Background: an optimization exercise with open tools, aiming at small area and a short achievable clock period. Do not read the settings as production practice.
RTL that was checked went through simulation tests only; none was proved equivalent to the original.
Power and IR drop assume default switching activity.

P:
// intron_rx_framer
module intron_rx_framer (
    input  wire         clk,
    input  wire         rst,             
    input  wire         soft_reset,      
    input  wire [47:0]  intron_sess,     
    input  wire         rx_valid,
    input  wire [7:0]   rx_data,
    input  wire         alloc_ok,        
    input  wire         cas_valid,
    input  wire [3:0]   cas_old,
    input  wire [3:0]   cas_new,
    input  wire         activity_clr,    
    input  wire         query_valid,     
    input  wire [7:0]   query_idx,
    input  wire         ap_take,         
    output reg  [3:0]   mode,
    output reg          cas_ok,
    output reg          associated,
    output reg          activity,
    output reg          mac_valid,
    output reg  [47:0]  mac,
    output reg  [7:0]   ap_count,
    output reg          ap_valid,
    output reg  [7:0]   ap_index,
    output reg  [127:0] ap_info,
    output reg          pkt_start,
    output wire [15:0]  pkt_len,
    output reg          pkt_wr,
    output wire [7:0]   pkt_data,
    output reg          pkt_end,
    output reg          pkt_good,
    output reg          evt_valid,
    output reg  [2:0]   evt_code,
    output wire [7:0]   evt_type,
    output wire [15:0]  evt_size
);
clock: 8.0 ns
lec_check: 0
cap_margin: 20
core_margin: 2
core_utilization: 50
place_density: 0.65
setup_slack_margin: 5
slew_margin: 20
synth_hierarchical: 1
synth_minimum_keep_size: 0
standard.sh (not shown) runs the stock make flow with config.mk's settings and CLKGATE_MAP_FILE= SYNTH_SCRIPT=/design/flow/synth_recipe.tcl, a recipe that flattens the netlist after the stock synthesis.
==> flow/flow/run.sh <==
#!/bin/bash
# Standard layout, with the smallest buffer on every port.
set -euo pipefail
bash standard.sh "BUFFER_PORTS_ARGS=-buffer_cell sky130_fd_sc_hd__buf_1" finish > standard.log 2>&1
Here is what was changed in the inputs of Q compared with P.
--- a/flow/design.v
+++ b/flow/design.v
@@ -76,13 +76,12 @@
     assign pkt_data = fbuf[7:0];
     wire        seek, hdr, hend, hp_crc_ok, hp0, hp1, hp_size, hp_sig;
     wire [7:0]  ipos1h;
     wire [3:0]  pos_inc;
     wire [15:0] sk0s, sk1s, cnt_dec;
     wire        size_zero, plast;
-    wire [31:0] crc_pre;
     wire [7:0]  cmp_byte;
     wire [23:0] ck_tab;
     wire        e_fill, e_mac, e_dev, e_cnt, e_link_pkt, e_link_ka;
     wire        e_chk_pay, e_chk_ka, e_oos, e_evt_hdr;
     wire [2:0]  e_code;
     wire        e_pstart, e_strm, e_fix_next, e_pay_next;
@@ -95,13 +94,13 @@
         .seek(seek), .hdr(hdr), .hend(hend), .hp_crc_ok(hp_crc_ok),
         .hp0(hp0), .hp1(hp1), .hp_size(hp_size), .hp_sig(hp_sig),
         .ipos1h(ipos1h), .pos_inc(pos_inc),
         .sk0s(sk0s), .sk1s(sk1s), .cnt_dec(cnt_dec),
         .size_zero(size_zero), .plast(plast),
         .ka_flag(ka_flag),
-        .crc_pre(crc_pre), .cmp_byte(cmp_byte), .ck_tab(ck_tab),
+        .cmp_byte(cmp_byte), .ck_tab(ck_tab),
         .e_fill(e_fill), .e_mac(e_mac), .e_dev(e_dev), .e_cnt(e_cnt),
         .e_link_pkt(e_link_pkt), .e_link_ka(e_link_ka),
         .e_chk_pay(e_chk_pay), .e_chk_ka(e_chk_ka), .e_oos(e_oos),
         .e_evt_hdr(e_evt_hdr), .e_code(e_code),
         .e_pstart(e_pstart), .e_strm(e_strm),
         .e_fix_next(e_fix_next), .e_pay_next(e_pay_next),
@@ -118,13 +117,13 @@
     assign eq_sess[6] = (rx_data == intron_sess[39:32]);
     assign eq_sess[7] = (rx_data == intron_sess[47:40]);
     wire hit  = |(eq_sess & ipos1h);
     wire hit1 = |(eq_sess[7:1] & ipos1h[7:1]);     
     wire is55 = eq_sess[0];
     wire byte_ok  = (rx_data == cmp_byte);
-    wire [31:0] crc_step = crc_pre ^ rxf_tab(rx_data);
+    wire [31:0] crc_step = {8'd0, crc[31:8]} ^ rxf_tab(crc[7:0] ^ rx_data);
     function [7:0] tinv;
         input [7:0] a;
         begin
             tinv[0] = a[0] ^ a[1] ^ a[3] ^ a[5] ^ a[7];
             tinv[1] = a[1] ^ a[2] ^ a[4] ^ a[6];
             tinv[2] = a[2] ^ a[3] ^ a[5] ^ a[7];
@@ -291,13 +290,12 @@
     output wire [3:0]  pos_inc,
     output wire [15:0] sk0s,         
     output wire [15:0] sk1s,         
     output wire [15:0] cnt_dec,
     output wire        size_zero,
     output wire        plast,        
-    output wire [31:0] crc_pre,      
     output wire [7:0]  cmp_byte,     
     output wire [23:0] ck_tab,       
     output wire        e_fill,       
     output wire        e_mac,        
     output wire        e_dev,        
     output wire        e_cnt,        
@@ -356,13 +354,12 @@
         begin
             rxf_tab = {24'd0, i};
             for (k = 0; k < 8; k = k + 1)
                 rxf_tab = rxf_tab[0] ? ((rxf_tab >> 1) ^ 32'hEDB88320) : (rxf_tab >> 1);
         end
     endfunction
-    assign crc_pre = {8'd0, crc[31:8]} ^ rxf_tab(crc[7:0]);
     wire [31:0] tab_i = rxf_tab(rcrc[31:24]);
     assign ck_tab = tab_i[23:0];
     wire ck_rest = (crc[31:8] == rcrc[23:0]);
     reg [7:0] ka_byte;
     always @* begin
         case (pos[1:0])
### Flow results
- In Q, the transition at the pin with the smallest max-transition slack came out 0.071 ns below the value in P.
- From P to Q the numbers moved as follows: area of the core shows a reduction of 2.1%; number of nets in the finished design decreased 3.2%; combinational power -about 17%; final cell count without fillers fell 3.2%.
- Higher synthesized-area fraction occupied by and/or/nand/nor cells goes to Q over P.
- Re sequential cell count: no difference whatsoever between P and Q.
- Compared with P, Q shows a total design power that is 0.00026 W lower.
- Q against P: final cell area excluding filler cells lower, via count has decreased, total setup buffers inserted after CTS shrank by 22, placed cell area lost 1.6%, worst-case headroom to the max-slew limit moved up.
No functional check of the RTL was part of P.

-- static timing again, ports no longer ideal --
How much do the figures lean on ideal ports? The routed layouts below were timed once more, with nothing changed but the port constraints.
Step 1: set_driving_cell puts a clkbuf_16 on clk and a buf_2 on each other input, an assumption about the parent block.
Step 2, shift: input delay + t, output delay - t, t = (earliest + latest rising clock arrival at the registers) / 2. This alone moves slack from input paths to output paths.
Slacks: no drivers / after step 1 / after step 2; pairs: no drivers / after step 1.
run	t (ns)	setup WS [ns]	clock arrival spread, ns	worst slew at a driven data input, ns
P	0.619	4.829 / 4.841 / 4.222	0.028 / 0.027	0.12
Q	0.609	4.863 / 4.863 / 4.346	0.016 / 0.016	0.08
After both steps every run listed still meets setup and hold. The setup slack of P, which loses most, moves by +0.012 ns with the drivers and by -0.607 ns with both steps.
